Context: an optimization exercise on an open-source flow, tuned for small area. The choices shown serve that exercise and are no tape-out recipe. Function was checked by simulation only, so behaviour that the tests miss may differ from the original. Power is estimated from default activity; no workload was simulated.

## flow/flow/run.sh

```bash
#!/bin/bash
# The standard layout with three changes:
#  - synthesis maps the logic with an area-only ABC script (flow/synth.tcl);
#  - the port buffers are made from the smallest buffer cell;
#  - the clock tree uses larger clusters and no dummy loads.
# Each make run's full output is in its own log in this folder.
set -euo pipefail
export AREA_ABC_SCRIPT=$PWD/flow/abc_area.script
bash standard.sh "SYNTH_SCRIPT=$PWD/flow/synth.tcl" synth > synth.log 2>&1
bash standard.sh REMOVE_ABC_BUFFERS=1 "BUFFER_PORTS_ARGS=-buffer_cell sky130_fd_sc_hd__buf_1" \
  "CTS_ARGS=-sink_clustering_enable -repair_clock_nets -dont_use_dummy_load -sink_clustering_size 16 -sink_clustering_max_diameter 60 -buf_list sky130_fd_sc_hd__clkbuf_8" \
  finish > layout.log 2>&1
```

## flow/flow/abc_area.script

```
strash
dch -f
amap
topo
```

## flow/flow/synth.tcl

```tcl
# synth_recipe.tcl (the standard synthesis) with one change: ABC maps the logic
# with the area-only script in abc_area.script beside this file. The flip-flops
# are mapped before ABC runs, so the registers are the standard synthesis's.
proc synth {args} { yosys synth -nofsm -noshare {*}$args }
proc abc {args} {
  set i [lsearch -exact $args -script]
  if { $i >= 0 } { lset args [expr { $i + 1 }] $::env(AREA_ABC_SCRIPT) }
  yosys abc {*}$args
}
source $::env(SCRIPTS_DIR)/synth.tcl
# left out here: clear keep_hierarchy, flatten, clean up, hide names made inside functions, write 1_2_yosys.v
```

## flow/standard.sh

```bash
#!/bin/bash
# synth_recipe.tcl (not shown) runs the flow's synth.tcl, then flattens the netlist and writes it again
# the make line also repeats each setting of config.mk as NAME=value (left out here)
make -C /OpenROAD-flow-scripts/flow DESIGN_CONFIG=/design/flow/config.mk WORK_HOME=/design/flow/orfs CLKGATE_MAP_FILE= SYNTH_SCRIPT=/design/flow/synth_recipe.tcl "${@:-finish}"
```

## flow/config.mk

```make
export PLATFORM = sky130hd
export DESIGN_NAME = yay0_dec
export DESIGN_NICKNAME = yay0_dec
export VERILOG_FILES = /design/flow/design.v
export SDC_FILE = /design/flow/constraint.sdc
export NUM_CORES = 4
export LEC_CHECK = 0
export ABC_AREA = 1
export CAP_MARGIN = 20
export CORE_MARGIN = 2
export CORE_UTILIZATION = 55
export GPL_TIMING_DRIVEN = 0
export SLEW_MARGIN = 20
```

## flow/constraint.sdc

```tcl
create_clock -name core_clock -period 8.0 [get_ports {clk}]
set_input_delay 1.6000 -clock core_clock [delete_from_list [all_inputs] [get_ports {clk}]]
set_output_delay 1.6000 -clock core_clock [all_outputs]
set_load 0.01 [all_outputs]
```

## flow/design.v

```verilog
module yay0_dec (
    input  wire        clk,
    input  wire        rst,         
    input  wire        start,       
    input  wire [31:0] base,        
    input  wire [31:0] in_len,      
    input  wire [31:0] out_cap,     
    output wire        busy,
    output wire        done,        
    output wire [3:0]  err,         
    output wire [31:0] size,        
    output reg         in_re,
    output wire [31:0] in_addr,
    input  wire [7:0]  in_rdata,
    output reg         out_we,
    output wire [31:0] out_waddr,
    output wire [7:0]  out_wdata,
    output reg         out_re,
    output wire [31:0] out_raddr,
    input  wire [7:0]  out_rdata
);
    localparam [4:0] S_INIT  = 5'd0,    
                     S_HR    = 5'd1,    
                     S_HA    = 5'd2,    
                     S_CHK4  = 5'd3,    
                     S_CHK16 = 5'd4,    
                     S_CAP   = 5'd5,    
                     S_PADD  = 5'd6,    
                     S_KADD  = 5'd7,    
                     S_CADD  = 5'd8,    
                     S_CLR   = 5'd9,    
                     S_CF0   = 5'd10,   
                     S_CFN   = 5'd11,   
                     S_CR    = 5'd12,   
                     S_KCHK  = 5'd13,   
                     S_LRD   = 5'd14,   
                     S_LWR   = 5'd15,   
                     S_PCHK  = 5'd16,   
                     S_P1    = 5'd17,   
                     S_P0    = 5'd18,   
                     S_XCHK  = 5'd19,   
                     S_XRD   = 5'd20,   
                     S_SRC   = 5'd21,   
                     S_CRD   = 5'd22,   
                     S_CWR   = 5'd23,   
                     S_D0    = 5'b11000,
                     S_D1    = 5'b11001,
                     S_D4    = 5'b11010,
                     S_D5    = 5'b11011,
                     S_D8    = 5'b11100,
                     S_IDLE  = 5'b11111;
    reg [4:0]  state;
    reg [1:0]  ph;
    wire       ph0  = (ph == 2'd0);
    wire       ph1  = (ph == 2'd1);
    wire       last = (ph == 2'd3);
    reg [31:0] L;       
    reg [31:0] CP;      
    reg [31:0] PP;      
    reg [31:0] KP;      
    reg [31:0] OP;      
    reg [31:0] SZ;      
    reg [31:0] AD;      
    reg        ppov;          
    reg        kpov;          
    reg        cpov;          
    reg [7:0]  DATA;          
    reg [3:0]  DH;            
    reg [8:0]  CNT;           
    reg [8:0]  CB;            
    reg [1:0]  WB;            
    reg        c, zacc;
    wire       idle = state[4] & state[3];
    assign busy      = ~idle;
    assign done      = idle & ~(state[2] & state[1] & state[0]);
    assign err       = {state[2], state[1], 1'b0, state[0]};
    assign size      = SZ;
    assign in_addr   = AD;
    assign out_raddr = AD;
    assign out_waddr = OP;
    assign out_wdata = DATA;
    function automatic is(input [4:0] st);
        is = (state == st);
    endfunction
    wire cfw   = is(S_CFN) & (WB == 2'd3);    
    wire cr0   = is(S_CR) & (WB == 2'd1);     
    wire chk   = is(S_KCHK) | is(S_XCHK) | is(S_PCHK) | cr0;
    wire aCP   = is(S_INIT) | is(S_CADD) | is(S_CF0) | is(S_CFN) | cr0;
    wire aPP   = is(S_PADD) | is(S_PCHK) | is(S_P0);
    wire aKP   = is(S_KADD) | is(S_KCHK) | is(S_XCHK) | is(S_LRD) | is(S_XRD);
    wire aOP   = is(S_CAP) | is(S_SRC) | is(S_LWR) | is(S_CWR);
    wire aAD   = is(S_HA) | is(S_CHK4) | is(S_CHK16) | is(S_P1) | is(S_CRD);
    wire bCP   = is(S_PADD) | is(S_KADD);
    wire bnD   = is(S_SRC);
    wire bnSZ  = is(S_CAP);
    wire bnL   = chk | is(S_CHK4) | is(S_CHK16);
    wire neg   = is(S_CF0) | (is(S_CFN) & ~cfw) | is(S_P1);
    wire cin0  = chk | is(S_CAP) | is(S_PADD) | is(S_LRD) | is(S_XRD) | is(S_LWR) |
                 is(S_CWR) | is(S_HA) | is(S_CRD);
    wire wCP   = is(S_CADD) | cfw;
    wire wPP   = is(S_PADD) | is(S_P0);
    wire wKP   = is(S_KADD) | is(S_LRD) | is(S_XRD);
    wire wOP   = is(S_CLR) | is(S_LWR) | is(S_CWR);
    wire adA   = is(S_INIT) | is(S_KCHK) | is(S_XCHK) | is(S_PCHK) | cfw;
    wire adS   = is(S_SRC) | is(S_CF0) | (is(S_CFN) & ~cfw) | is(S_HA) | is(S_P1) | is(S_CRD);
    wire [1:0] nlo = is(S_CF0) ? 2'b01 : is(S_P1) ? 2'b11 : {1'b1, WB[1]};
    wire [7:0] bK  = ph0 ? (neg ? {6'h3F, nlo}
                                : {3'd0, is(S_CADD), 1'b0, cfw, is(S_P0) | is(S_CADD), is(S_CADD)})
                         : {8{neg}};
    wire [7:0] nDd = ph0 ? ~DATA : (ph1 ? {4'hF, ~DH} : 8'hFF);
    wire [7:0] da  = ({8{aCP}} & CP[7:0]) | ({8{aPP}} & PP[7:0]) |
                     ({8{aKP}} & KP[7:0]) | ({8{aOP}} & OP[7:0]) |
                     ({8{aAD}} & AD[7:0]);
    wire [7:0] db  = bK | ({8{bCP}} & CP[7:0]) | ({8{bnD}} & nDd) |
                     ({8{bnSZ}} & ~SZ[7:0]) | ({8{bnL}} & ~L[7:0]);
    wire       ci  = ph0 ? cin0 : c;
    wire [8:0] sum = {1'b0, da} + {1'b0, db} + {8'd0, ci};
    wire [7:0] s   = sum[7:0];
    wire       cout = sum[8];
    wire       trunc = cout | (aPP & ppov) | (aKP & kpov) | ((aCP | aAD) & cpov);
    wire       ins   = is(S_HA) && (ph == CNT[1:0]);
    wire       insSZ = ins && (CNT[3:2] == 2'd2);
    wire       insPP = ins && (CNT[3:2] == 2'd1);
    wire       insKP = ins && (CNT[3:2] == 2'd0);
    wire [7:0] op_in = wOP ? s : OP[7:0];
    wire       zd    = (op_in == SZ[7:0]);
    wire       zend  = zacc & zd;           
    reg  [7:0] mexp;
    always @(*) begin
        case (CNT[1:0])
            2'd3: mexp = 8'h59;
            2'd2: mexp = 8'h61;
            2'd1: mexp = 8'h79;
            default: mexp = 8'h30;
        endcase
    end
    wire       cb_empty = (CB[7:0] == 8'd0);
    wire       cnt_end  = (CNT == 9'h1EE);
    always @(*) begin
        in_re  = ph0 & (is(S_HR) | is(S_CR) | is(S_LRD) | is(S_P1) | is(S_P0) | is(S_XRD));
        out_re = ph0 & is(S_CRD);
        out_we = ph0 & (is(S_LWR) | is(S_CWR));
    end
    wire go = start && idle;
    wire next = last && (is(S_CLR) || (is(S_CR) && !(cr0 && trunc)) || is(S_LWR) ||
                         (is(S_CWR) && cnt_end));
    always @(posedge clk) begin
        c    <= cout;
        zacc <= ph0 ? zd : (zacc & zd);
        L  <= go ? in_len  : {L[7:0], L[31:8]};
        CP <= go ? base    : {(wCP ? s : CP[7:0]), CP[31:8]};
        OP <= go ? out_cap : {op_in, OP[31:8]};
        PP <= {(insPP ? DATA : (wPP ? s : PP[7:0])), PP[31:8]};
        KP <= {(insKP ? DATA : (wKP ? s : KP[7:0])), KP[31:8]};
        SZ <= {(insSZ ? DATA : SZ[7:0]), SZ[31:8]};
        AD <= {(adS ? s : adA ? da : AD[7:0]), AD[31:8]};
        if (ph1) begin
            case (state)
                S_HR, S_LRD, S_P1: DATA <= in_rdata;
                S_CRD: DATA <= out_rdata;
                default: ;
            endcase
        end
        if (ph1 && is(S_P0)) begin
            DH  <= in_rdata[3:0];
            CNT <= {5'b11111, in_rdata[7:4]};
        end
        if (ph1 && is(S_XRD))
            CNT <= {1'b0, in_rdata};
        if ((ph0 && is(S_CWR)) || (last && is(S_HA)))
            CNT <= CNT - 9'd1;
        if (ph0 && is(S_HA) && CNT[3:2] == 2'd3 && DATA != mexp)
            ppov <= 1'b1;
        if (last && (is(S_PADD) || is(S_P0))) ppov <= cout;
        if (last && is(S_KADD)) kpov <= cout;
        if (last && (wCP || (is(S_HA) && cout))) cpov <= cout;
        if (go) begin
            ppov <= 1'b0;
            cpov <= 1'b0;
            CB   <= 9'd0;
            WB   <= 2'd0;
            CNT  <= 9'd15;
        end
        if (ph1 && is(S_CR))
            CB <= {in_rdata, 1'b1};
        if (last && (is(S_CF0) || is(S_CFN)))
            WB <= WB + 2'd1;
        if (next && !cb_empty && !zend)
            CB <= {CB[7:0], 1'b0};
    end
    always @(posedge clk) begin
        if (rst) begin
            state <= S_IDLE;
            ph    <= 2'd0;
        end else if (go) begin
            state <= S_INIT;
            ph    <= 2'd0;
        end else begin
            ph <= ph + 2'd1;
            if (idle)
                state <= S_IDLE;
            else if (last) begin
                case (state)
                    S_INIT:  state <= S_HR;
                    S_HR:    state <= S_HA;
                    S_HA:    state <= (CNT[3:0] == 4'd12) ? S_CHK4 :
                                      (CNT[3:0] == 4'd0) ? S_CHK16 : S_HR;
                    S_CHK4:  state <= trunc ? S_D5 : ppov ? S_D1 : S_HR;
                    S_CHK16: state <= trunc ? S_D5 : S_CAP;
                    S_CAP:   state <= cout ? S_PADD : S_D4;
                    S_PADD:  state <= S_KADD;
                    S_KADD:  state <= S_CADD;
                    S_CADD:  state <= S_CLR;
                    S_CF0:   state <= S_CR;
                    S_CFN:   state <= S_CR;
                    S_KCHK:  state <= trunc ? S_D5 : S_LRD;
                    S_LRD:   state <= S_LWR;
                    S_PCHK:  state <= trunc ? S_D5 : S_P1;
                    S_P1:    state <= S_P0;
                    S_P0:    state <= (CNT[3:0] == 4'd0) ? S_XCHK : S_SRC;
                    S_XCHK:  state <= trunc ? S_D5 : S_XRD;
                    S_XRD:   state <= S_SRC;
                    S_SRC:   state <= !cout ? S_D8 : zend ? S_D4 : S_CRD;
                    S_CRD:   state <= S_CWR;
                    S_CLR, S_CR, S_LWR, S_CWR: begin
                        if (cr0 && trunc)
                            state <= S_D5;
                        else if (is(S_CWR) && !cnt_end)
                            state <= zend ? S_D4 : S_CRD;
                        else if (zend)
                            state <= S_D0;
                        else if (cb_empty)
                            state <= (WB == 2'd0) ? S_CF0 : S_CFN;
                        else
                            state <= CB[8] ? S_KCHK : S_PCHK;
                    end
                    default: state <= S_IDLE;
                endcase
            end
        end
    end
endmodule
```

==> results of run 1 <==
## Yosys cell counts, types with 5 or more instances
master and number:
dfxtp_1 245, nor2_1 111, o22a_1 95, clkinv_1 86, nand2_1 61, a21oi_1 52
o22ai_1 45, buf_4 36, o21ai_0 27, edfxtp_1 23, nor3_1 18, ha_1 17
o221ai_1 16, a31oi_1 11, nor4_1 11, nand3_1 10, a22oi_1 9, o32ai_1 9
a2111oi_0 8, a222oi_1 8, a211oi_1 7, a32o_1 7, nand4_1 5, o211ai_1 5
o31ai_1 5, or3_1 5
## power by group
| part | internal [mW] | switching [mW] |
|---|---|---|
| registers | 1.89 | 0.319 |
| logic | 0.804 | 1.38 |
| clock network | 0.237 | 0.403 |
## worst max-delay path: cells and delay by family, from the launching register on
kind / cells / cell delay [ps]
simple gates: 11 / 2150
compound gates: 8 / 2140
buf+inv: 5 / 1600
fa+ha+maj: 2 / 920
flops: 1 / 540
## layout make-up
type | count | area, µm²
fillers | 1538 | 6160
flip-flops and latches | 268 | 5600
multi-input cells | 577 | 3710
repair buffers | 263 | 1040
inverters | 86 | 332
clock buffers | 21 | 289
well taps | 225 | 282
## routing by layer
| metal | part of all wire (%) | vias to the layer above | track usage, % |
|---|---|---|---|
| met5 | 0 | - | 0 |
| met1 | 43 | 3969 | 38.8 |
| met2 | 48 | 374 | 49.9 |
| li1 | - | 4059 | - |
| met3 | 6.9 | 48 | 3.72 |
| met4 | 2.4 | 0 | 8.73 |
## cells in the final DEF (no fill, tap or decap), types with 8 or more instances in the layout
cell      synthesis  final
clkinv_1         86     84
nor4_1           11      9
o21ai_0          27     25
clkbuf_8          0     21
a22oi_1           9      9
o32ai_1           9      9
o22a_1           95     95
dfxtp_1         245    245
a31oi_1          11     11
nand3_1          10      9
nor2_1          111    110
buf_1             0    258
ha_1             17     17
nor3_1           18     15
a21oi_1          52     52
a222oi_1          8      8
o221ai_1         16     16
nand2_1          61     60
edfxtp_1         23     23
o22ai_1          45     45
## flip-flops by register name, indices dropped and copies added (netlist names)
name	count
DH	4
CNT	9
CP	32
WB	2
state	5
DATA	8
zacc	1
L	32
c	1
cpov	1
AD	32
KP	32
ph	2
OP	32
SZ	32
PP	32
CB	9
ppov	1
kpov	1
## how the worst max path moves through the flow
stage	from	end	slack, ps	cells after the start
4_1_cts	state[4]$_SDFFE_PP1P_	CB[2]$_DFFE_PP_	90	24
2_1_floorplan	state[4]$_SDFFE_PP1P_	CB[1]$_DFFE_PP_	480	24
3_5_place_dp	state[4]$_SDFFE_PP1P_	CB[6]$_DFFE_PP_	-800	24
3_3_place_gp	state[4]$_SDFFE_PP1P_	CB[6]$_DFFE_PP_	-2160	24
6_report	state[4]$_SDFFE_PP1P_	CB[8]$_DFFE_PP_	370	26
5_1_grt	state[4]$_SDFFE_PP1P_	CB[2]$_DFFE_PP_	-60	26
## stage by stage
step | cells | setup slack (ps) | hold slack, ps | util [%]
CTS | 1438 | 93.4 | 325 | 64.5
finish | 1440 | 374 | 329 | 64.6
global route | 1440 | -55.9 | 338 | 64.6
global placement | 1414 | -2160 | 310 | 62.1
floorplan | 931 | 479 | 310 | -
detailed placement | 1417 | -799 | 312 | 62.7
## cells by family after synthesis
logic type      synth area share, %
flops                          56.9
other cells                  0.0381
xor+xnor                      0.267
compound gates                 24.0
simple gates                   10.1
fa+ha+maj                      2.57
buf+inv                        6.03
## repair_timing
item                       CTS  global route
resized for setup            4             2
setup endpoints to repair   16            17
pin swaps                    0             1
buffers inserted             0             2
==> metrics.md, run 1 <==
| Metric | Value |
|---|---|
| Area Growth Syn to Fin | 14.5% |
| Clock-pin slew on the worst setup and hold paths | 100 ps |
| Wire length per cell | 19.6 µm |
| TritonCTS clock tree | done |
| Synth Instances | 967 |
| Setup Skew | 41.9 ps |
| First-pass GRT wire length | 42.6 mm |
| Number of global-route vias before repair | 7864 |
| Grt ovf | 0 |
| Max transition margin | 27.0% |
| Post-Synthesis Cell Area | 0.00983 mm² |
| Fin crit share | 95.3% |
| Reg2Reg Depth | 26 |
| HP Start | KP[14]$_DFF_P_ |
| Predominant post-synthesis flop cell | dfxtp_1 |
| Die Width | 138 µm |
| # nets final | 1351 |
| Largest net degree at the start of global routing | 75 |
| Leak Pwr | 4.17 nW |
| WP data arrival | 7900 ps |
| Vias | 8450 |
| Reg2Reg Setup Slack | 370 ps |
| I/O Pins | 260 |
| Crit path top cell by count | clkinv_1 |
| IO buf count | 258 |
| Hold depth | 0 |
| Final slew viol count | 0 |
| Largest cells by area after synthesis | dfxtp_1 50%, o22a_1 8.5%, edfxtp_1 7.0%, nor2_1 4.2%, clkinv_1 3.3% |
| CTS root buf | clkbuf_8 |
| CTS H-tree lvls | 1 |
| CP required | 8270 ps |
| Final setup vio count | 0 |
| Endpoints failing hold | 0 |
| Fraction of layout cells with a size suffix above 1 | 3.05% |
| Pre-antenna DRT Iters | 6 |
| Hold Buf Count CTS | 0 |
| Worst Max-Slew Pin Slew | 1090 ps |
| Synth top area share | 49.9% |
| Syn_area_per_cell | 10.2 µm² |
| Num CTS Buffers | 21 |
| Total GRT Usage | 29.2% |
| CP startpoint kind | flip-flop |
| Peak VDD IR | 0.313 mV |
| Critical path type | reg2reg |
| Max stage delay cell, worst path | dfxtp_1 |
| Yosys top cell by area | dfxtp_1 |
| Fin crit period | 7630 ps |
| Worst R2R End | CB[8]$_DFFE_PP_ |
| Core area | 0.0174 mm² |
| Vias/cell | 5.87 |
| Antenna violations before repair | 0 |
| Yosys warns | 1 |
| Netlist cell types | 46 |
| Pwr Total | 5.03 mW |
| Sequential area share after synthesis | 56.9% |
| CP Capture Type | flip-flop |
| FF-to-FF Start | state[4]$_SDFFE_PP1P_ |
| Crit Path Max Fanout | 15 |
| Cell area after layout | 0.0113 mm² |
| Outcome | complete, no violations |
| Site Rows | 48 |
| GPL Wtd Cong | 0.952 |
| Die area | 0.0190 mm² |
| #FFs+latches synth | 268 |
| Post-synth EDFFs | 23 |
| Hold WC Path Type | reg2reg |
| Placed wire-length estimate | 21.2 mm |
| Initial DRC Count | 605 |
| Remaining routing DRC violations | 0 |
| Starting Density | 56.5% |
| Dpl cell area | 0.0109 mm² |
| Clock Sinks | 268 |
| Max-cap viol count | 0 |
| Routed Antenna Nets | 0 |
| Max stage delay on crit path | 540 ps |
| Fmax | 131 MHz |
| PD cells | 447 mW/mm² |
| Clock Path Buffers | 3 |
| Clock latency on the worst-skew pair | 530 ps |
| Antenna diodes | 0 |
| Final wirelength | 28.3 mm |
| Asr flop ratio synth | 0% |
| Die Y-Extent | 138 µm |
| Worst hold path endpoint | KP[6]$_DFF_P_ |
| Setup TNS | 0 ps |
==> run 2: changes to the inputs <==
--- a/flow/config.mk
+++ b/flow/config.mk
@@ -10,3 +10,3 @@
 export CORE_MARGIN = 2
-export CORE_UTILIZATION = 55
+export CORE_UTILIZATION = 40
 export GPL_TIMING_DRIVEN = 0
==> metrics.md, run 2 <==
| Metric | Value |
|---|---|
| Fin crit share | 92.4% (-2.9 points) |
| Placed insts | 1518 (+7.1%) |
| Max stage delay cell, worst path | a222oi_1 |
| Antenna diodes | 0 (unchanged) |
| Post-synthesis mux area share | 0% (unchanged) |
| Fraction of layout cells with a size suffix above 1 | 3.37% (+0.32 points) |
| WP data arrival | 7540 ps (-360 ps) |
| Crit Path Max Fanout | 15 (unchanged) |
| Initial DRC Count | 696 (+15%) |
| Starting Density | 40.5% (-16 points) |
| Final wirelength | 31.5 mm (+12%) |
| IO buf count | 258 (unchanged) |
| Adder-cell share of the synthesized area | 2.57% (unchanged) |
| Vias | 8630 (+2.1%) |
| Max stage delay on crit path | 560 ps (+20 ps) |
| Pre-antenna DRT Iters | 5 (-1) |
| Synth Instances | 967 (unchanged) |
| Core area | 0.0242 mm² (+39%) |
| Critical-path cell list | clkinvlp_4 -> nand3_1 -> nor2_1 -> nand2_1 -> o21ai_0 -> nor2_1 -> clkinv_1 -> a222oi_1 -> o211ai_1 -> ha_1 -> a21o_1 -> a31oi_1 -> nand3b_1 -> nor2_1 -> a2111oi_0 -> o21ai_0 -> o22ai_1 -> o21ai_0 -> nor4_1 -> nand3_1 -> clkinv_1 -> nor4_4 -> clkinv_1 -> nand3_1 |
| Clock Path Buffers | 3 (unchanged) |
| Largest family of logic cells by synthesized area | compound AO/OA/AOI/OAI gates |
| #FFs+latches synth | 268 (unchanged) |
| Outcome | complete, no violations |
| Commonest non-fill, non-tap cell in the layout | buf_1 |
| Setup TNS | 0 ps (unchanged) |
| Grt ovf | 0 (unchanged) |
| Largest cells by area after synthesis | dfxtp_1 50%, o22a_1 8.5%, edfxtp_1 7.0%, nor2_1 4.2%, clkinv_1 3.3% |
| Fmax | 135 MHz (+3.1%) |
| Sequential area share after synthesis | 56.9% (unchanged) |
| CP required | 8150 ps (-120 ps) |
| Post-Synth XOR/XNOR Area | 0.267% (unchanged) |
| Asr flop ratio synth | 0% (unchanged) |
| Max-cap viol count | 0 (unchanged) |
| Wire length per cell | 20.5 µm (+4.2%) |
| Most frequent cells in the layout | 258 x buf_1, 245 x dfxtp_1, 109 x nor2_1 |
| TritonCTS clock tree | done |
| Max transition margin | 22.2% (-4.8 points) |
| I/O Pins | 260 (unchanged) |
| Final slew viol count | 0 (unchanged) |
| Vias/cell | 5.60 (-4.6%) |
| Fin Hold WS | 306 ps (-22.7 ps) |
| Compound-gate portion of the synthesized area | 24.0% (unchanged) |
| CTS root buf | clkbuf_8 |
| Routed Antenna Nets | 0 (unchanged) |
| CP Capture Type | flip-flop |
| PD cells | 450 mW/mm² (+0.62%) |
| Post-synth EDFFs | 23 (unchanged) |
| Reg2Reg Setup Slack | 610 ps (+230 ps) |
| Simple-gate share of the synthesized area | 10.1% (unchanged) |
| Pwr Total | 5.13 mW (+1.9%) |
| Dpl cell area | 0.0110 mm² (+1.2%) |
| Remaining routing DRC violations | 0 (unchanged) |
| Final setup vio count | 0 (unchanged) |
| CTS H-tree lvls | 1 (unchanged) |
| GPL Wtd Cong | 0.946 (-0.68%) |
| Num CTS Buffers | 23 (+9.5%) |
| Netlist cell types | 46 (unchanged) |
| Critical path type | reg2reg |
| Syn_area_per_cell | 10.2 µm² (unchanged) |
| Clock latency on the worst-skew pair | 570 ps (+40 ps) |
| Peak VDD IR | 0.185 mV (-41%) |
| Endpoints failing hold | 0 (unchanged) |
| Post-Synthesis Cell Area | 0.00983 mm² (unchanged) |
| First-pass GRT wire length | 47.6 mm (+12%) |
| Largest net degree at the start of global routing | 82 (+9.3%) |
| Predominant post-synthesis flop cell | dfxtp_1 |
| Number of global-route vias before repair | 8032 (+2.1%) |
| Antenna violations before repair | 0 (unchanged) |
| Cell area after layout | 0.0114 mm² (+1.2%) |
| Yosys warns | 1 (unchanged) |
| # nets final | 1354 (+0.22%) |
| Number of standard cells in the layout, taps in and fillers out | 1542 (+7.1%) |
| Clock Sinks | 268 (unchanged) |
| Reg area | 0.00560 mm² (unchanged) |
| Setup Skew | 68.6 ps (+26.7 ps) |
| Placed wire-length estimate | 23.9 mm (+13%) |
| Hold WC Path Type | reg2reg |
| Area Growth Syn to Fin | 15.9% |
| Die Y-Extent | 161 µm (+17%) |
| Fillers | 2431 (+58%) |
| Hold Buf Count CTS | 0 (unchanged) |
| Fin crit period | 7390 ps (-232 ps) |
| Die area | 0.0259 mm² (+36%) |
| Clock-pin slew on the worst setup and hold paths | 100 ps (about the same) |
| Synth cell count leaders | 245 x dfxtp_1, 111 x nor2_1, 95 x o22a_1 |
| Site Rows | 57 (+19%) |
| Synth top area share | 49.9% (unchanged) |
| Most frequent cell after synthesis | dfxtp_1 |
| Yosys top cell by area | dfxtp_1 |
| Leak Pwr | 4.18 nW (+0.39%) |
| Die Width | 161 µm (+17%) |
| Total GRT Usage | 23.7% (-5.5 points) |
| RSZ-0062 raised after global routing | no |
| Area of the multi-input gates | 0.00370 mm² (-0.44%) |
| Worst Max-Slew Pin Slew | 1160 ps (+67.5 ps) |
| CP startpoint kind | flip-flop |
[run 2: cell counts after synthesis]
No cell type changed its count.
[run 2: layout make-up]
| cell class | count | area share, % |
|---|---|---|
| multi-input combinational | 577 | 32.4 |
| tap | 324 | 3.56 |
| clock buffer | 23 | 2.78 |
| inverter | 86 | 2.91 |
| timing repair buffer | 264 | 9.20 |
| sequential | 268 | 49.1 |
[run 2: cell families (layout without fill, tap and decap cells)]
| group | after synthesis | in the layout |
|---|---|---|
| buf+inv | 122 | 373 |
| xor+xnor | 3 | 3 |
| simple gates | 233 | 233 |
| fa+ha+maj | 19 | 19 |
| compound gates | 321 | 321 |
| flops | 268 | 268 |
| other cells | 1 | 1 |
[run 2: through the flow]
| stage | utilization [%] | setup slack (ps) |
|---|---|---|
| final | 47.0 | 606 |
| after global routing | 47.0 | 59.5 |
| after CTS | 47.0 | 302 |
| after detailed placement | 45.6 | -628 |
| after global placement | 45.1 | -2940 |
| after floorplan | - | 479 |
[run 2: timing repair]
action,CTS,global route
buffers inserted,1,0
gates resized for setup,2,4
setup endpoints to repair,16,20
pin swaps,1,0
[run 2: final timing paths]
kind,from,to,cells past startpoint
max,state[4]$_SDFFE_PP1P_,CB[8]$_DFFE_PP_,24
min,PP[9]$_DFF_P_,PP[1]$_DFF_P_,0
max reg2reg,state[4]$_SDFFE_PP1P_,CB[8]$_DFFE_PP_,24
min reg2reg,PP[9]$_DFF_P_,PP[1]$_DFF_P_,0
[run 2: per-layer routing]
metal	vias up	routed length [µm]	share of wire, %	global-route usage, %
met3	68	1880	6.0	3.10
met2	404	14900	47	40.5
met5	-	0	0	0
met4	0	1160	3.7	7.91
li1	4067	-	-	-
met1	4091	13600	43	31.3
[run 2: critical path, delay by kind of cell (launching register included)]
| family | cells | cell delay [ps] |
|---|---|---|
| AO/OA/AOI/OAI | 9 | 2600 |
| adder cells (fa/ha/maj) | 1 | 250 |
| buffers and inverters | 4 | 1130 |
| flip-flops | 1 | 530 |
| AND/OR/NAND/NOR | 10 | 2500 |
[run 2: where the power goes]
part | switching, mW | internal, mW | total [mW]
combinational | 1.43 | 0.796 | 2.22
sequential | 0.347 | 1.89 | 2.24
clock | 0.414 | 0.257 | 0.671
==> run 3: changes to the inputs <==
==> flow/flow/abc_area.script (replaced) <==
strash
dc2
dch -f
amap -m -F 4 -A 8
topo
==> metrics.md, run 3 <==
| Metric | Value |
|---|---|
| Critical path type | reg2reg |
| Max-cap viol count | 0 (unchanged) |
| Pwr Total | 4.62 mW (-9.8%) |
| IO buf count | 258 (unchanged) |
| CP required | 8390 ps (+240 ps) |
| Setup Skew | 68.8 ps (+0.280 ps) |
| WP data arrival | 7840 ps (+300 ps) |
| Reg2Reg Depth | 33 (+38%) |
| Vias/cell | 5.51 (-1.5%) |
| Clock Path Buffers | 3 (unchanged) |
| Asr flop ratio synth | 0% (unchanged) |
| Outcome | complete, no violations |
| Largest net degree at the start of global routing | 101 (+23%) |
| RSZ-0062 raised after global routing | no |
| TritonCTS clock tree | done |
| # nets final | 1367 (+0.96%) |
| #FFs+latches synth | 268 (unchanged) |
| Antenna diodes | 0 (unchanged) |
| CTS H-tree lvls | 1 (unchanged) |
| Commonest non-fill, non-tap cell in the layout | buf_1 |
| Antenna violations before repair | 1 (+1) |
| Hold Buf Count CTS | 0 (unchanged) |
| Largest cells by area after synthesis | dfxtp_1 50%, a22o_1 7.2%, edfxtp_1 7.1%, o21ai_0 4.6%, nor2_1 3.5% |
| Total GRT Usage | 24.1% (+0.31 points) |
| Final slew viol count | 0 (unchanged) |
| Die Width | 160 µm (-0.29%) |
| Compound-gate portion of the synthesized area | 24.1% (+0.026 points) |
| Core area | 0.0242 mm² (-0.29%) |
| Fmax | 134 MHz (-0.75%) |
| Routed Antenna Nets | 0 (unchanged) |
| Max stage delay cell, worst path | a21oi_1 |
| Post-synth EDFFs | 23 (unchanged) |
| Leak Pwr | 4.22 nW (+0.94%) |
| Util after Layout | 46.9% (-0.089 points) |
| Post-synthesis mux area share | 0% (unchanged) |
| Grt ovf | 0 (unchanged) |
| Fraction of layout cells with a size suffix above 1 | 3.17% (-0.20 points) |
| Netlist cell types | 40 (-13%) |
| Max stage delay on crit path | 580 ps (+20 ps) |
| PD cells | 408 mW/mm² (-9.4%) |
| Worst Max-Slew Pin Slew | 1090 ps (-64.8 ps) |
| CP startpoint kind | flip-flop |
| Placed wire-length estimate | 24.3 mm (+1.6%) |
| Synth Instances | 981 (+1.4%) |
| I/O Pins | 260 (unchanged) |
| Clock-pin slew on the worst setup and hold paths | 90 ps (about the same) |
| Post-Synthesis Cell Area | 0.00977 mm² (-0.59%) |
| Most frequent cell after synthesis | dfxtp_1 |
| Synth cell count leaders | 245 x dfxtp_1, 90 x nor2_1, 89 x clkinv_1, 89 x o21ai_0, 83 x nand2_1 |
| Final wirelength | 31.6 mm (+0.27%) |
| Yosys top cell by area | dfxtp_1 |
| First-pass GRT wire length | 47.9 mm (+0.75%) |
| Endpoints failing hold | 0 (unchanged) |
| Number of global-route vias before repair | 8166 (+1.7%) |
| Final setup vio count | 0 (unchanged) |
| Area Growth Syn to Fin | 16.0% |
| Fin crit share | 93.1% (+0.69 points) |
| Post-CTS Setup Bufs | 0 (-1) |
| Peak VDD IR | 0.257 mV (+39%) |
| Hold WC Path Type | reg2reg |
| Predominant post-synthesis flop cell | dfxtp_1 |
| CTS root buf | clkbuf_8 |
| Post-Synth XOR/XNOR Area | 0% (-0.27 points) |
| Vias | 8572 (-0.67%) |
| Clock Sinks | 268 (unchanged) |
| Die area | 0.0257 mm² (-0.57%) |
| Die Y-Extent | 160 µm (-0.29%) |
| GPL Wtd Cong | 0.929 (-1.8%) |
| Starting Density | 40.4% (-0.12 points) |
| Crit path top cell by count | nor2_1 |
| Reg2Reg Setup Slack | 550 ps (-60 ps) |
| Crit Path Max Fanout | 10 (-5) |
| Fin crit period | 7450 ps (+55.5 ps) |
| Largest family of logic cells by synthesized area | compound AO/OA/AOI/OAI gates |
| Wire length per cell | 20.3 µm (-0.57%) |
| Yosys warns | 1 (unchanged) |
| Syn_area_per_cell | 9.96 µm² (-2.0%) |
| Initial DRC Count | 740 (+6.3%) |
| Remaining routing DRC violations | 0 (unchanged) |
| Adder-cell share of the synthesized area | 2.59% (+0.015 points) |
| Hold depth | 0 (unchanged) |
| Simple-gate share of the synthesized area | 9.88% (-0.26 points) |
| Synth top area share | 50.2% (+0.29 points) |
| Pre-antenna DRT Iters | 5 (unchanged) |
| CP Capture Type | flip-flop |
| Num CTS Buffers | 25 (+8.7%) |
| Site Rows | 57 (unchanged) |
| Most frequent cells in the layout | 258 x buf_1, 245 x dfxtp_1, 88 x clkinv_1 |
| Clock latency on the worst-skew pair | 580 ps (about the same) |
| Post-cts sizing count | 0 (-2) |
| Sequential area share after synthesis | 57.2% (+0.34 points) |
| Max transition margin | 26.5% (+4.3 points) |
==> run 3: cell type report <==
type,count,area (µm²)
fillers,2375,12800
well taps,324,405
clock buffers,25,344
multi-input cells,588,3620
inverters,89,339
repair buffers,261,1030
flip-flops and latches,268,5600
==> run 3: stage by stage <==
step	cells	setup slack, ps	setup TNS [ps]	cell area [µm²]	hold WS (ps)
floorplan	945	1320	0	9500	310
global placement	1527	-1620	-121470	10900	310
detailed placement	1530	228	0	11000	312
CTS	1555	172	0	11300	296
global route	1555	4.37	0	11300	301
finish	1555	551	0	11300	287
==> run 3: power breakdown <==
part           total, mW  switching (mW)  internal, mW
clock              0.695           0.417         0.278
sequential          2.18           0.323          1.86
combinational       1.75            1.14         0.610
total               4.62            1.88          2.75
==> run 3: cell families (layout without fill, tap and decap cells) <==
logic type                 after synthesis  after routing
buffers and inverters                  125            375
adders and majority gates               19             19
and+or+nand+nor                        231            231
other                                    1              1
DFF                                    268            268
AOI/OAI and AO/OA                      337            337
==> run 3: final timing paths <==
path,end,start
setup / recovery,state[0]$_SDFFE_PP1P_,state[4]$_SDFFE_PP1P_
setup reg to reg,state[0]$_SDFFE_PP1P_,state[4]$_SDFFE_PP1P_
hold reg to reg,PP[16]$_DFF_P_,PP[24]$_DFF_P_
hold / removal,PP[16]$_DFF_P_,PP[24]$_DFF_P_
==> run 3: worst max-delay path: cells and delay by family (launching register included) <==
| kind | cells | cell delay (ps) |
|---|---|---|
| simple gates | 17 | 2760 |
| compound gates | 11 | 2580 |
| fa+ha+maj | 2 | 910 |
| flops | 1 | 520 |
| buf+inv | 3 | 510 |
==> run 3: metal layers <==
layer  part of all wire [%]  GRT usage [%]  up-vias
met5                  0.032              0        -
met1                     43           31.0     4052
met4                    2.5           6.47        2
li1                       -              -     4073
met3                    7.2           4.73       63
met2                     48           41.4      382
==> run 4: changes to the inputs <==
--- a/flow/design.v
+++ b/flow/design.v
@@ -84,2 +84,6 @@
     endfunction
+    wire       ins   = is(S_HA) && (ph == CNT[1:0]);
+    wire       insSZ = ins && (CNT[3:2] == 2'd2);
+    wire       insPP = ins && (CNT[3:2] == 2'd1);
+    wire       insKP = ins && (CNT[3:2] == 2'd0);
     wire cfw   = is(S_CFN) & (WB == 2'd3);    
@@ -91,3 +95,3 @@
     wire aOP   = is(S_CAP) | is(S_SRC) | is(S_LWR) | is(S_CWR);
-    wire aAD   = is(S_HA) | is(S_CHK4) | is(S_CHK16) | is(S_P1) | is(S_CRD);
+    wire aAD   = is(S_HR) | is(S_CHK4) | is(S_CHK16) | is(S_P1) | is(S_CRD);
     wire bCP   = is(S_PADD) | is(S_KADD);
@@ -96,11 +100,12 @@
     wire bnL   = chk | is(S_CHK4) | is(S_CHK16);
+    wire bD    = ins;
     wire neg   = is(S_CF0) | (is(S_CFN) & ~cfw) | is(S_P1);
     wire cin0  = chk | is(S_CAP) | is(S_PADD) | is(S_LRD) | is(S_XRD) | is(S_LWR) |
-                 is(S_CWR) | is(S_HA) | is(S_CRD);
+                 is(S_CWR) | is(S_HR) | is(S_CRD);
     wire wCP   = is(S_CADD) | cfw;
-    wire wPP   = is(S_PADD) | is(S_P0);
-    wire wKP   = is(S_KADD) | is(S_LRD) | is(S_XRD);
+    wire wPP   = is(S_PADD) | is(S_P0) | insPP;
+    wire wKP   = is(S_KADD) | is(S_LRD) | is(S_XRD) | insKP;
     wire wOP   = is(S_CLR) | is(S_LWR) | is(S_CWR);
     wire adA   = is(S_INIT) | is(S_KCHK) | is(S_XCHK) | is(S_PCHK) | cfw;
-    wire adS   = is(S_SRC) | is(S_CF0) | (is(S_CFN) & ~cfw) | is(S_HA) | is(S_P1) | is(S_CRD);
+    wire adS   = is(S_SRC) | is(S_CF0) | (is(S_CFN) & ~cfw) | is(S_HR) | is(S_P1) | is(S_CRD);
     wire [1:0] nlo = is(S_CF0) ? 2'b01 : is(S_P1) ? 2'b11 : {1'b1, WB[1]};
@@ -114,3 +119,4 @@
     wire [7:0] db  = bK | ({8{bCP}} & CP[7:0]) | ({8{bnD}} & nDd) |
-                     ({8{bnSZ}} & ~SZ[7:0]) | ({8{bnL}} & ~L[7:0]);
+                     ({8{bnSZ}} & ~SZ[7:0]) | ({8{bnL}} & ~L[7:0]) |
+                     ({8{bD}} & DATA);
     wire       ci  = ph0 ? cin0 : c;
@@ -120,6 +126,2 @@
     wire       trunc = cout | (aPP & ppov) | (aKP & kpov) | ((aCP | aAD) & cpov);
-    wire       ins   = is(S_HA) && (ph == CNT[1:0]);
-    wire       insSZ = ins && (CNT[3:2] == 2'd2);
-    wire       insPP = ins && (CNT[3:2] == 2'd1);
-    wire       insKP = ins && (CNT[3:2] == 2'd0);
     wire [7:0] op_in = wOP ? s : OP[7:0];
@@ -152,5 +154,5 @@
         OP <= go ? out_cap : {op_in, OP[31:8]};
-        PP <= {(insPP ? DATA : (wPP ? s : PP[7:0])), PP[31:8]};
-        KP <= {(insKP ? DATA : (wKP ? s : KP[7:0])), KP[31:8]};
-        SZ <= {(insSZ ? DATA : SZ[7:0]), SZ[31:8]};
+        PP <= {(wPP ? s : PP[7:0]), PP[31:8]};
+        KP <= {(wKP ? s : KP[7:0]), KP[31:8]};
+        SZ <= {(insSZ ? s : SZ[7:0]), SZ[31:8]};
         AD <= {(adS ? s : adA ? da : AD[7:0]), AD[31:8]};
@@ -175,3 +177,3 @@
         if (last && is(S_KADD)) kpov <= cout;
-        if (last && (wCP || (is(S_HA) && cout))) cpov <= cout;
+        if (last && (wCP || (is(S_HR) && cout))) cpov <= cout;
         if (go) begin
==> metrics.md, run 4 <==
| Metric | Value |
|---|---|
| Outcome | complete, no violations |
| Initial DRC Count | 748 (+1.1%) |
| # nets final | 1352 (-1.1%) |
| Synth cell count leaders | 245 x dfxtp_1, 103 x clkinv_1, 88 x nor2_1 |
| Syn_area_per_cell | 10.0 µm² (+0.73%) |
| Clk pwr share | 14.3% (-0.7 points) |
| CTS root buf | clkbuf_8 |
| Fmax | 130 MHz (-2.8%) |
| Final wirelength | 30.0 mm (-5.1%) |
| Synth top area share | 50.7% (+0.51 points) |
| Fraction of layout cells with a size suffix above 1 | 3.13% (-0.043 points) |
| Remaining routing DRC violations | 0 (unchanged) |
| Antenna violations before repair | 0 (-1) |
| Top delay family on crit path | simple AND/OR/NAND/NOR gates |
| Post-synth EDFFs | 23 (unchanged) |
| Sequential area share after synthesis | 57.8% (+0.58 points) |
| Starting Density | 41.0% (+0.55 points) |
| Pre-antenna DRT Iters | 5 (unchanged) |
| Worst Max-Slew Pin Slew | 1060 ps (-32.9 ps) |
| Site Rows | 56 (-1.8%) |
| CTS H-tree lvls | 1 (unchanged) |
| Flop pwr share | 47.1% (about the same) |
| Util after Layout | 47.5% (+0.63 points) |
| Antenna diodes | 0 (unchanged) |
| Commonest non-fill, non-tap cell in the layout | buf_1 |
| Reg2Reg Depth | 32 (-3.0%) |
| Routed Antenna Nets | 0 (unchanged) |
| CP required | 8220 ps (-170 ps) |
| Vias | 8282 (-3.4%) |
| Yosys top cell by area | dfxtp_1 |
| Num CTS Buffers | 23 (-8.0%) |
| Critical path type | reg2reg |
| Grt ovf | 0 (unchanged) |
| Post-Synthesis Cell Area | 0.00968 mm² (-1.0%) |
| Hold depth | 0 (unchanged) |
| #FFs+latches synth | 268 (unchanged) |
| Predominant post-synthesis flop cell | dfxtp_1 |
| Crit path top cell by count | nor2_1 |
| WP data arrival | 7880 ps (+40 ps) |
| Final slew viol count | 0 (unchanged) |
| Most frequent cell after synthesis | dfxtp_1 |
| Die area | 0.0254 mm² (-0.99%) |
| Peak VDD IR | 0.189 mV (-26%) |
| First-pass GRT wire length | 45.4 mm (-5.3%) |
| Max-cap viol count | 0 (unchanged) |
| Stages on worst setup path | 32 (-3.0%) |
| Max stage delay on crit path | 500 ps (-80 ps) |
| Die Width | 160 µm (-0.50%) |
| Asr flop ratio synth | 0% (unchanged) |
| Netlist cell types | 39 (-2.5%) |
| Reg2Reg Setup Slack | 330 ps (-220 ps) |
| Endpoints failing hold | 0 (unchanged) |
| Comb power frac | 38.6% (+0.8 points) |
| Fin crit share | 95.8% (+2.7 points) |
| Core area | 0.0236 mm² (-2.3%) |
| P_int | 2.75 mW (about the same) |
| TritonCTS clock tree | done |
| Placed wire-length estimate | 23.0 mm (-5.4%) |
| CP startpoint kind | flip-flop |
| I/O Pins | 260 (unchanged) |
| Dpl cell area | 0.0109 mm² (-0.94%) |
| Clock Path Buffers | 3 (unchanged) |
| Largest cells by area after synthesis | dfxtp_1 51%, a22o_1 7.2%, edfxtp_1 7.1%, o21ai_0 4.2%, clkinv_1 4.0% |
| Fin crit period | 7670 ps (+218 ps) |
| Die Y-Extent | 160 µm (-0.50%) |
| RSZ-0062 raised after global routing | no |
| Yosys warns | 1 (unchanged) |
| IO buf count | 258 (unchanged) |
| Total GRT Usage | 22.8% (-1.3 points) |
| Leak Pwr | 4.19 nW (-0.68%) |
| Clock Sinks | 268 (unchanged) |
| Largest net degree at the start of global routing | 103 (+2.0%) |
| CP Capture Type | flip-flop |
| Clock latency on the worst-skew pair | 570 ps (about the same) |
| Switching power | 1.93 mW (+2.6%) |
| Max transition margin | 28.5% (+2.0 points) |
| Wire length per cell | 19.5 µm (-3.9%) |
| Number of global-route vias before repair | 7708 (-5.6%) |
| Area Growth Syn to Fin | 16.0% (about the same) |
| Final setup vio count | 0 (unchanged) |
| Setup TNS | 0 ps (unchanged) |
| Hold WC Path Type | reg2reg |
| Setup Skew | 87.4 ps (+18.5 ps) |
| Vias/cell | 5.40 (-2.1%) |
| WP buf/inv | 5 (+2) |
| Crit Path Max Fanout | 8 (-2) |
| Cell area after layout | 0.0112 mm² (-1.0%) |
| Sw Ratio | 41.2% (+0.64 points) |
| Hold Buf Count CTS | 0 (unchanged) |
| PD cells | 416 mW/mm² (+2.1%) |
| GPL Wtd Cong | 0.915 (-1.5%) |
| Max stage delay cell, worst path | dfxtp_1 |
| Most frequent cells in the layout | 258 x buf_1, 245 x dfxtp_1, 102 x clkinv_1 |
| Clock-pin slew on the worst setup and hold paths | 100 ps (about the same) |
| Synth Instances | 964 (-1.7%) |
| Fin Hold WS | 313 ps (+25.7 ps) |
run 4: layer usage:
metal | track usage [%] | wire [µm] | share of wire (%)
met4 | 6.82 | 719 | 2.4
met1 | 31.2 | 13400 | 45
met3 | 5.55 | 2590 | 8.6
met2 | 35.8 | 13300 | 44
met5 | 0 | 0 | 0
run 4: metrics by stage:
stage | total power [mW] | cells | worst slack (ps)
detailed placement | 4.01 | 1508 | -189
finish | 4.67 | 1535 | 333
floorplan | 3.25 | 928 | 1310
CTS | 4.69 | 1531 | 103
global route | 4.99 | 1535 | 21.3
global placement | 3.99 | 1505 | -2030
run 4: power groups by stage:
stage	Clock [mW]	Sequential, mW	Combinational [mW]
CTS	0.695	2.20	1.79
global placement	0	2.22	1.77
floorplan	0	2.23	1.02
global route	0.743	2.26	1.98
detailed placement	0	2.23	1.78
finish	0.668	2.20	1.80
run 4: cell type report:
| cell class | count | area (µm²) |
|---|---|---|
| clock buffer | 23 | 317 |
| inverter | 103 | 392 |
| sequential | 268 | 5600 |
| tap | 319 | 399 |
| timing repair buffer | 265 | 1060 |
| multi-input combinational | 557 | 3460 |
| fill | 2296 | 12400 |
run 4: kinds of logic (layout without fill, tap and decap cells):
| kind of cell | count (synthesis) | in the layout | synth area share, % |
|---|---|---|---|
| and+or+nand+nor | 219 | 219 | 9.41 |
| AOI/OAI and AO/OA | 318 | 318 | 23.3 |
| adders and majority gates | 19 | 19 | 2.61 |
| DFF | 268 | 268 | 57.8 |
| buffers and inverters | 139 | 391 | 6.79 |
| other | 1 | 1 | 0.0388 |
run 4: what timing repair did:
action                                  4_1_cts  5_1_grt
pin swaps                                     0        1
gates resized for setup                       1        2
endpoints found under the setup margin       17       18
setup buffers                                 0        4
run 4: path summary, 6_finish.rpt:
check / from / endpoint
worst max-delay path: state[4]$_SDFFE_PP1P_ / CB[4]$_DFFE_PP_
worst max register to register: state[4]$_SDFFE_PP1P_ / CB[4]$_DFFE_PP_
worst min-delay path: SZ[29]$_DFF_P_ / SZ[21]$_DFF_P_
worst min register to register: SZ[29]$_DFF_P_ / SZ[21]$_DFF_P_
==> run 5: changes to the inputs <==
--- a/flow/flow/run.sh
+++ b/flow/flow/run.sh
@@ -10,3 +10,3 @@
 bash standard.sh REMOVE_ABC_BUFFERS=1 "BUFFER_PORTS_ARGS=-buffer_cell sky130_fd_sc_hd__buf_1" \
-  "CTS_ARGS=-sink_clustering_enable -repair_clock_nets -dont_use_dummy_load -sink_clustering_size 16 -sink_clustering_max_diameter 60 -buf_list sky130_fd_sc_hd__clkbuf_8" \
+  "CTS_ARGS=-sink_clustering_enable -repair_clock_nets -dont_use_dummy_load -sink_clustering_size 10 -sink_clustering_max_diameter 50 -buf_list sky130_fd_sc_hd__clkbuf_4" \
   finish > layout.log 2>&1
==> metrics.md, run 5 <==
| Metric | Value |
|---|---|
| Predominant post-synthesis flop cell | dfxtp_1 |
| Switching power | 1.93 mW (about the same) |
| Post-synth EDFFs | 23 (unchanged) |
| Outcome | complete, no violations |
| Most frequent cell after synthesis | dfxtp_1 |
| PD cells | 413 mW/mm² (-0.81%) |
| Reg2Reg Setup Slack | 420 ps (+90 ps) |
| Clk pwr share | 13.0% (-1.3 points) |
| Clock Path Buffers | 3 (unchanged) |
| Flop pwr share | 47.8% (+0.7 points) |
| Routed Antenna Nets | 0 (unchanged) |
| Final slew viol count | 0 (unchanged) |
| Remaining routing DRC violations | 0 (unchanged) |
| Critical path type | reg2reg |
| RSZ-0062 raised after global routing | no |
| Hold Buf Count CTS | 0 (unchanged) |
| CP required | 8250 ps (+30 ps) |
| Die area | 0.0254 mm² (unchanged) |
| Largest net degree at the start of global routing | 103 (unchanged) |
| CTS H-tree lvls | 2 (+1) |
| Sequential area share after synthesis | 57.8% (unchanged) |
| Syn_area_per_cell | 10.0 µm² (unchanged) |
| Fin crit period | 7580 ps (-91.7 ps) |
| Core area | 0.0236 mm² (unchanged) |
| HP Start | PP[21]$_DFF_P_ |
| Grt ovf | 0 (unchanged) |
| Total GRT Usage | 22.9% (+0.15 points) |
| FF-to-FF Start | state[4]$_SDFFE_PP1P_ |
| Most frequent cells in the layout | 258 x buf_1, 245 x dfxtp_1, 102 x clkinv_1 |
| First-pass GRT wire length | 45.5 mm (+0.26%) |
| Synth top area share | 50.7% (unchanged) |
| Leak Pwr | 4.19 nW (-0.14%) |
| Pre-antenna DRT Iters | 7 (+2) |
| Yosys warns | 1 (unchanged) |
| WP data arrival | 7830 ps (-50 ps) |
| Reg2Reg Depth | 32 (unchanged) |
| Crit path top cell by count | nor2_1 |
| Crit Path Max Fanout | 8 (unchanged) |
| Placed wire-length estimate | 23.0 mm (unchanged) |
| Vias | 8312 (+0.36%) |
| Synth Instances | 964 (unchanged) |
| Max transition margin | 25.9% (-2.6 points) |
| Max stage delay on crit path | 500 ps (about the same) |
| I/O Pins | 260 (unchanged) |
| GPL Wtd Cong | 0.915 (unchanged) |
| Largest cells by area after synthesis | dfxtp_1 51%, a22o_1 7.2%, edfxtp_1 7.1%, o21ai_0 4.2%, clkinv_1 4.0% |
| Peak VDD IR | 0.203 mV (+7.3%) |
| Pwr Total | 4.61 mW (-1.3%) |
| CP startpoint kind | flip-flop |
| Number of global-route vias before repair | 7750 (+0.54%) |
| Clock latency on the worst-skew pair | 630 ps (+60 ps) |
| Asr flop ratio synth | 0% (unchanged) |
| Placed insts | 1508 (unchanged) |
| Number of standard cells in the layout, taps in and fillers out | 1547 (+0.78%) |
| Worst R2R End | CB[7]$_DFFE_PP_ |
| Final wirelength | 30.1 mm (+0.31%) |
| Hold depth | 0 (unchanged) |
| Die Y-Extent | 160 µm (unchanged) |
| Fin crit share | 94.7% (-1.1 points) |
| Clock-pin slew on the worst setup and hold paths | 90 ps (about the same) |
| Site Rows | 56 (unchanged) |
| Comb power frac | 39.2% (+0.6 points) |
| Sw Ratio | 41.7% (+0.51 points) |
| Die Width | 160 µm (unchanged) |
| Yosys top cell by area | dfxtp_1 |
| CTS root buf | clkbuf_4 |
| Netlist cell types | 39 (unchanged) |
| Commonest non-fill, non-tap cell in the layout | buf_1 |
| Num CTS Buffers | 34 (+48%) |
| TritonCTS clock tree | done |
| Initial DRC Count | 807 (+7.9%) |
| Util after Layout | 47.3% (-0.22 points) |
| #FFs+latches synth | 268 (unchanged) |
| Endpoints failing hold | 0 (unchanged) |
| # nets final | 1363 (+0.81%) |
| Clock Sinks | 268 (unchanged) |
| Worst hold path endpoint | PP[13]$_DFF_P_ |
| Fmax | 132 MHz (+1.2%) |
| Worst Max-Slew Pin Slew | 1100 ps (+38.4 ps) |
| Antenna violations before repair | 1 (+1) |
| Wire length per cell | 19.5 µm (-0.47%) |
| Max-cap viol count | 0 (unchanged) |
| Synth cell count leaders | 245 x dfxtp_1, 103 x clkinv_1, 88 x nor2_1 |
| Area Growth Syn to Fin | 15.5% |
| Fraction of layout cells with a size suffix above 1 | 3.99% (+0.87 points) |
| Final setup vio count | 0 (unchanged) |
| IO buf count | 258 (unchanged) |
| P_int | 2.69 mW (-2.1%) |
| Vias/cell | 5.37 (-0.42%) |
| Max stage delay cell, worst path | dfxtp_1 |
| Hold WC Path Type | reg2reg |
| CP Capture Type | flip-flop |
| Post-Synthesis Cell Area | 0.00968 mm² (unchanged) |
| Setup Skew | 63.8 ps (-23.5 ps) |
| Starting Density | 41.0% (unchanged) |
run 5: cell counts after synthesis:
No cell type changed its count.
run 5: power groups by stage:
stage          combinational [mW]  clock, mW  sequential, mW
3_5_place_dp                 1.78          0            2.23
2_1_floorplan                1.02          0            2.23
5_1_grt                      1.99      0.683            2.26
3_3_place_gp                 1.77          0            2.22
6_report                     1.81      0.602            2.20
4_1_cts                      1.79      0.626            2.20
run 5: final cells by class:
class                           instances  area [µm²]
Tap cell                              319         399
Sequential cell                       268        5600
Fill cell                            2321       12400
Timing Repair Buffer                  265        1060
Antenna cell                            1        2.50
Inverter                              103         392
Clock buffer                           34         255
Multi-Input combinational cell        557        3470
run 5: cell families after synthesis:
kind of cell / Yosys count / share of synthesized area [%]
buffers and inverters: 139 / 6.79
AOI/OAI and AO/OA: 318 / 23.3
DFF: 268 / 57.8
and+or+nand+nor: 219 / 9.41
adders and majority gates: 19 / 2.61
other: 1 / 0.0388
run 5: critical path, delay by kind of cell, from the launching register on:
| kind | cells | cell delay [ps] |
|---|---|---|
| simple gates | 17 | 2550 |
| buf+inv | 5 | 1250 |
| compound gates | 8 | 1980 |
| fa+ha+maj | 2 | 950 |
| flops | 1 | 500 |
run 5: stage by stage:
stage / setup TNS [ps] / setup slack, ps / instance area, µm² / hold WS [ps]
after floorplan: 0 / 1310 / 9410 / 310
after global placement: -156650 / -2030 / 10800 / 310
after detailed placement: -1640 / -189 / 10900 / 312
after CTS: 0 / 87.1 / 11100 / 317
after global routing: 0 / 24.5 / 11200 / 306
final: 0 / 425 / 11200 / 310
run 5: worst max-delay path by stage:
stage / startpoint / endpoint / slack (ps) / depth (start not counted)
finish: state[4]$_SDFFE_PP1P_ / CB[7]$_DFFE_PP_ / 420 / 32
global route: state[4]$_SDFFE_PP1P_ / CB[7]$_DFFE_PP_ / 20 / 31
CTS: state[4]$_SDFFE_PP1P_ / CB[6]$_DFFE_PP_ / 90 / 32
detailed placement: state[4]$_SDFFE_PP1P_ / CB[8]$_DFFE_PP_ / -190 / 32
global placement: start / CB[5]$_DFFE_PP_ / -2030 / 4
floorplan: start / CB[1]$_DFFE_PP_ / 1310 / 3
run 5: routing by layer:
metal,vias up,part of all wire [%],GRT usage (%)
met5,-,0,0
met4,0,2.9,7.73
met3,65,8.6,5.55
met2,406,44,35.4
met1,3823,45,31.5
li1,4018,-,-
run 5: repair_timing:
item | CTS | global route
pin swaps | 0 | 1
buffers inserted | 0 | 4
setup endpoints to repair | 17 | 18
gates resized for setup | 1 | 3
==> run 6: changes to the inputs <==
--- a/flow/flow/run.sh
+++ b/flow/flow/run.sh
@@ -1,6 +1,11 @@
 #!/bin/bash
-# The standard layout with three changes:
-#  - synthesis maps the logic with an area-only ABC script (flow/synth.tcl);
-#  - the port buffers are made from the smallest buffer cell;
-#  - the clock tree uses larger clusters and no dummy loads.
+# The standard layout with these changes:
+#  - synthesis maps the logic with an area-only ABC script (flow/synth.tcl,
+#    flow/abc_area.script); the flip-flops are mapped as in the standard
+#    synthesis;
+#  - the buffers that synthesis puts on outputs sharing a net are removed at
+#    floorplan (REMOVE_ABC_BUFFERS), and every port then gets a buffer of the
+#    smallest buffer cell;
+#  - the clock tree is built from clkbuf_4 clusters of at most 10 sinks,
+#    without dummy loads.
 # Each make run's full output is in its own log in this folder.
==> metrics.md, run 6 <==
| Metric | Value |
|---|---|
| Synth cell count leaders | 245 x dfxtp_1, 103 x clkinv_1, 88 x nor2_1 |
| Fin crit share | 94.7% (unchanged) |
| Worst R2R End | CB[7]$_DFFE_PP_ |
| IO buf count | 258 (unchanged) |
| Netlist cell types | 39 (unchanged) |
| Routed Antenna Nets | 0 (unchanged) |
| Clock-pin slew on the worst setup and hold paths | 90 ps (about the same) |
| Synth Instances | 964 (unchanged) |
| Predominant post-synthesis flop cell | dfxtp_1 |
| Starting Density | 41.0% (unchanged) |
| Asr flop ratio synth | 0% (unchanged) |
| Sequential area share after synthesis | 57.8% (unchanged) |
| PD cells | 413 mW/mm² (unchanged) |
| CP required | 8250 ps (about the same) |
| Syn_area_per_cell | 10.0 µm² (unchanged) |
| Most frequent cell after synthesis | dfxtp_1 |
| Die area | 0.0254 mm² (unchanged) |
| Number of global-route vias before repair | 7750 (unchanged) |
| Clock Path Buffers | 3 (unchanged) |
| Pre-antenna DRT Iters | 7 (unchanged) |
| CP Capture Type | flip-flop |
| Total GRT Usage | 22.9% (unchanged) |
| Final slew viol count | 0 (unchanged) |
| Crit path top cell by count | nor2_1 |
| Remaining routing DRC violations | 0 (unchanged) |
| Most frequent cells in the layout | 258 x buf_1, 245 x dfxtp_1, 102 x clkinv_1 |
| Clock Sinks | 268 (unchanged) |
| Post-synth EDFFs | 23 (unchanged) |
| Commonest non-fill, non-tap cell in the layout | buf_1 |
| Place WS | -189 ps (unchanged) |
| Hold Buf Count CTS | 0 (unchanged) |
| Largest net degree at the start of global routing | 103 (unchanged) |
| Max transition margin | 25.9% (unchanged) |
| I/O Pins | 260 (unchanged) |
| Max stage delay on crit path | 500 ps (about the same) |
| Yosys warns | 1 (unchanged) |
| RSZ-0062 raised after global routing | no |
| Peak VDD IR | 0.203 mV (unchanged) |
| Die Y-Extent | 160 µm (unchanged) |
| Max stage delay cell, worst path | dfxtp_1 |
| Antenna violations before repair | 1 (unchanged) |
| CTS root buf | clkbuf_4 |
| CP startpoint kind | flip-flop |
| Largest cells by area after synthesis | dfxtp_1 51%, a22o_1 7.2%, edfxtp_1 7.1%, o21ai_0 4.2%, clkinv_1 4.0% |
| Hold WC Path Type | reg2reg |
| Endpoints failing hold | 0 (unchanged) |
| Yosys top cell by area | dfxtp_1 |
| Site Rows | 56 (unchanged) |
| Worst hold path endpoint | PP[13]$_DFF_P_ |
| Critical path type | reg2reg |
| Max-cap viol count | 0 (unchanged) |
| Leak Pwr | 4.19 nW (unchanged) |
| CTS H-tree lvls | 2 (unchanged) |
| Reg2Reg Depth | 32 (unchanged) |
| Synth top area share | 50.7% (unchanged) |
| HP Start | PP[21]$_DFF_P_ |
| Setup ws final | 425 ps (unchanged) |
| Num CTS Buffers | 34 (unchanged) |
| Fraction of layout cells with a size suffix above 1 | 3.99% (unchanged) |
| Hold depth | 0 (unchanged) |
| Vias/cell | 5.37 (unchanged) |
| Post-Synthesis Cell Area | 0.00968 mm² (unchanged) |
| Die Width | 160 µm (unchanged) |
| First-pass GRT wire length | 45.5 mm (unchanged) |
| FF-to-FF Start | state[4]$_SDFFE_PP1P_ |
| Wire length per cell | 19.5 µm (unchanged) |
| Final setup vio count | 0 (unchanged) |
| Crit Path Max Fanout | 8 (unchanged) |
| Area of the multi-input gates | 0.00347 mm² (unchanged) |
| Placed wire-length estimate | 23.0 mm (unchanged) |
| Area Growth Syn to Fin | 15.5% (unchanged) |
| Reg2Reg Setup Slack | 420 ps (about the same) |
| #FFs+latches synth | 268 (unchanged) |
| Grt ovf | 0 (unchanged) |
| Fillers | 2321 (unchanged) |
| Fin crit period | 7580 ps (unchanged) |
| Worst Max-Slew Pin Slew | 1100 ps (unchanged) |
| Fmax | 132 MHz (unchanged) |
| Core area | 0.0236 mm² (unchanged) |
| Pwr Total | 4.61 mW (unchanged) |
| Vias | 8312 (unchanged) |
| # nets final | 1363 (unchanged) |
| Reg area | 0.00560 mm² (unchanged) |
| Initial DRC Count | 807 (unchanged) |
| GPL Wtd Cong | 0.915 (unchanged) |
| Fin Hold WS | 310 ps (unchanged) |
| TritonCTS clock tree | done |
| Clock latency on the worst-skew pair | 630 ps (about the same) |
| Setup Skew | 63.8 ps (unchanged) |
| Outcome | complete, no violations |
| Final wirelength | 30.1 mm (unchanged) |
| WP data arrival | 7830 ps (about the same) |
==> run 6: cell counts in the layout (fill, tap and decap cells not counted) <==
Identical to the previous run, type by type.
==> run 6: cell families after synthesis <==
logic type,share of synthesized area [%]
adders and majority gates,2.61
other,0.0388
AOI/OAI and AO/OA,23.3
and+or+nand+nor,9.41
buffers and inverters,6.79
DFF,57.8
==> run 6: worst max-delay path by stage <==
stage,endpoint,startpoint,cells after the start
6_report,CB[7]$_DFFE_PP_,state[4]$_SDFFE_PP1P_,32
2_1_floorplan,CB[1]$_DFFE_PP_,start,3
5_1_grt,CB[7]$_DFFE_PP_,state[4]$_SDFFE_PP1P_,31
3_3_place_gp,CB[5]$_DFFE_PP_,start,4
3_5_place_dp,CB[8]$_DFFE_PP_,state[4]$_SDFFE_PP1P_,32
4_1_cts,CB[6]$_DFFE_PP_,state[4]$_SDFFE_PP1P_,32
==> run 6: stage by stage <==
step	cell area [µm²]	setup TNS (ps)	util, %	instances
floorplan	9410	0	-	928
global placement	10800	-156650	45.6	1505
detailed placement	10900	-1640	46.0	1508
CTS	11100	0	47.1	1542
global route	11200	0	47.3	1547
finish	11200	0	47.3	1547
==> run 6: timing repair <==
action | CTS | global route
pin swaps | 0 | 1
endpoints found under the setup margin | 17 | 18
resized for setup | 1 | 3
buffers inserted | 0 | 4
==> run 6: layout make-up <==
type | count | area share [%]
inverters | 103 | 3.51
flip-flops and latches | 268 | 50.1
well taps | 319 | 3.57
clock buffers | 34 | 2.28
diodes | 1 | 0.0224
repair buffers | 265 | 9.50
multi-input cells | 557 | 31.0
==> run 6: metal layers <==
layer	GRT usage, %	part of all wire, %	vias to the layer above
met5	0	0	-
met4	7.73	2.9	0
met3	5.55	8.6	65
met2	35.4	44	406
met1	31.5	45	3823
li1	-	-	4018
==> run 6: worst max-delay path, delay by kind of cell, from the launching register on <==
family	cells	cell delay, ps
AOI/OAI and AO/OA	8	1980
adders and majority gates	2	950
buffers and inverters	5	1250
DFF	1	500
and+or+nand+nor	17	2550
==> run 6: power breakdown <==
| part | total [mW] | internal (mW) | leakage [nW] | switching [mW] |
|---|---|---|---|---|
| sequential | 2.20 | 1.87 | 2.25 | 0.333 |
| combinational | 1.81 | 0.620 | 1.78 | 1.19 |
| clock | 0.602 | 0.197 | 0.156 | 0.404 |
| total | 4.61 | 2.69 | 4.19 | 1.93 |

## afterwards: timing with drivers on the ports
The results above use ideal ports. As a check the final layouts listed here were re-extracted and re-timed, cells and wires unchanged.
Step 1 assumes that a clkbuf_16 drives the clock port and a buf_2 every other input.
Step 2 moves the port delays by t, midway between the first and last clock arrival at a register: inputs arrive t later, outputs are due t later. That takes back most of the time a late clock gives input paths.
a / b / c = ideal / step 1 / step 2; a / b = the first two.
run | t, ns | setup slack, ns | latest minus earliest clock arrival (ns) | worst register clock-pin slew, ns
run 1 | 0.555 | 0.374 / 0.374 / 0.374 | 0.042 / 0.042 | 0.10 / 0.10
run 2 | 0.581 | 0.606 / 0.606 / 0.606 | 0.069 / 0.069 | 0.10 / 0.10
run 3 | 0.592 | 0.551 / 0.551 / 0.551 | 0.069 / 0.069 | 0.10 / 0.10
run 4 | 0.571 | 0.333 / 0.333 / 0.333 | 0.087 / 0.088 | 0.10 / 0.10
run 5 | 0.637 | 0.425 / 0.425 / 0.425 | 0.064 / 0.064 | 0.11 / 0.11
run 6 | 0.637 | 0.425 / 0.425 / 0.425 | 0.064 / 0.064 | 0.11 / 0.11
After both steps every run listed still meets setup and hold.
